This design comes from an exercise in tuning for small area on the open sky130 flow, not from production work.
Only simulation tests tie the RTL to the original design; equivalence was not proved.

// as608_fe
module as608_fe (
    input  wire        clk,
    input  wire        rst,
    input  wire        bus_valid,
    input  wire        bus_we,
    input  wire [17:0] bus_addr,
    input  wire [1:0]  bus_size,      
    input  wire [31:0] bus_wdata,
    output reg  [31:0] bus_rdata,
    output reg         bus_err,
    input  wire        rx_valid,
    input  wire [7:0]  rx_data,
    output wire        tx_valid,
    output wire [7:0]  tx_data,
    input  wire        tick,
    input  wire        port_fault,
    output wire        irq
);
Size: about 4300 cells after synthesis, roughly 1600 flip-flops, about 110 I/O pins, roughly 65000 um^2 of cells after synthesis.
Settings: LEC_CHECK=0, CAP_MARGIN=20, CELL_PAD_IN_SITES_DETAIL_PLACEMENT=1, CELL_PAD_IN_SITES_GLOBAL_PLACEMENT=1, CORE_MARGIN=2, CORE_UTILIZATION=52, PLACE_DENSITY=0.62, SLEW_MARGIN=20; clock period 15.0 ns.
standard.sh (not shown) runs the stock make flow with config.mk's settings and CLKGATE_MAP_FILE= SYNTH_SCRIPT=/design/flow/synth_recipe.tcl, a recipe that flattens the netlist after the stock synthesis.
==> flow/flow/run.sh <==
#!/bin/bash
# Layout flow: ORFS synthesis with an area-oriented ABC mapping script, with
# the design's AND-OR-INVERT helper modules (as608_fe_aoi222/aoi22) kept as
# single library cells instead of being flattened into generic logic. The
# registers come out exactly as in the standard synthesis; only the
# combinational mapping differs. Then the standard layout steps, with CTS
# settings that avoid dummy loads and oversized clock buffers.
set -euo pipefail
W=$(pwd)
F=$W/flow

# synthesis script: the standard flow's own, with ORFS's synth.tcl patched
sed -e "s#^source \$::env(SCRIPTS_DIR)/synth_preamble.tcl#source \$::env(SCRIPTS_DIR)/synth_preamble.tcl\nset abc_args [lreplace \$abc_args 1 1 $F/area.abc]\nputs \"abc args: \$abc_args\"#" \
    -e "s#^hierarchy -check -top \$::env(DESIGN_NAME)#hierarchy -check -top \$::env(DESIGN_NAME)\nif {[catch {blackbox as608_fe_aoi222 as608_fe_aoi22} bbmsg]} { puts \"no cell helpers: \$bbmsg\" } else { puts \"blackboxed cell helpers\" }#" \
    -e "s#^  log_cmd abc {\*}\$abc_args#  log_cmd abc {*}\$abc_args\n  chtype -map as608_fe_aoi222 sky130_fd_sc_hd__a222oi_1 -map as608_fe_aoi22 sky130_fd_sc_hd__a22oi_1\n  catch {delete as608_fe_aoi222 as608_fe_aoi22}#" \
    "$FLOW_HOME/scripts/synth.tcl" > "$W/own_synth.tcl"
[ "$(grep -c 'lreplace\|blackboxed cell helpers\|chtype -map' "$W/own_synth.tcl")" = 3 ]
sed -e "s#^source \$::env(SCRIPTS_DIR)/synth.tcl#source $W/own_synth.tcl#" "$W/synth_recipe.tcl" > "$W/own_synth_recipe.tcl"
grep -q "own_synth.tcl" "$W/own_synth_recipe.tcl"

# the make command line of standard.sh, with our synthesis script
MK=$(grep '^make ' "$W/standard.sh")
SYNTH_MK=$(echo "$MK" | sed -e "s#SYNTH_SCRIPT=[^ ]*#SYNTH_SCRIPT=$W/own_synth_recipe.tcl#" -e 's#"\${@:-finish}"#synth#')
echo "$SYNTH_MK" > "$W/own_synth_cmd.txt"
bash -c "$SYNTH_MK" > "$W/own_synth.log" 2>&1

export CTS_ARGS="-sink_clustering_enable -repair_clock_nets -dont_use_dummy_load -buf_list sky130_fd_sc_hd__clkbuf_8 -sink_clustering_size 14 -sink_clustering_max_diameter 70"
export BUFFER_PORTS_ARGS="-buffer_cell sky130_fd_sc_hd__buf_1"
bash "$W/standard.sh" finish > "$W/own_layout.log" 2>&1
==> flow/flow/area.abc <==
strash
&get -n
&st
&syn4
&dch -f
&nf -a -R 1000 -p
&st
&syn4
&dch -f
&nf -a -R 1000 -p
&put
The first run completed without violations.
Next try:
--- a/flow/flow/run.sh
+++ b/flow/flow/run.sh
@@ -27 +27 @@
-export CTS_ARGS="-sink_clustering_enable -repair_clock_nets -dont_use_dummy_load -buf_list sky130_fd_sc_hd__clkbuf_8 -sink_clustering_size 14 -sink_clustering_max_diameter 70"
+export CTS_ARGS="-sink_clustering_enable -repair_clock_nets -dont_use_dummy_load -buf_list sky130_fd_sc_hd__clkbuf_8 -sink_clustering_size 14 -sink_clustering_max_diameter 60"
- setup slack got worse by 32 ps
- routed wire length is about the same
- maximum frequency is lower slightly
- non-clock buffer count is higher by 1
- utilization is higher by 0.12 points
- via count is about the same

## re-timing with driven ports
Ports are ideal in the flow. The routed layouts listed here were re-timed in OpenROAD.
Step 1: set_driving_cell puts a clkbuf_16 on clk and a buf_2 on each other input, an assumption about the parent block.
Step 2 adds t to the input delays and takes it off the output delays; t is the mean of the earliest and latest rising clock arrival at the registers after step 1. Input paths then give back, and output paths get back, about the clock's delay inside the block.
Slacks: no drivers / after step 1 / after step 2; pairs: no drivers / after step 1.
| run | t (ns) | slack for setup (ns) | worst slew at a driven data input, ns | pins driven straight from the clock port |
|---|---|---|---|---|
| the first run | 0.948 | 5.482 / 5.482 / 5.227 | 0.18 | 1 |
| the second run | 0.968 | 5.450 / 5.450 / 5.301 | 0.18 | 1 |
After both steps setup and hold are still met in every run listed. For the first run, which loses most, drivers alone change the setup slack by 0.000 ns; drivers and shift together by -0.255 ns.
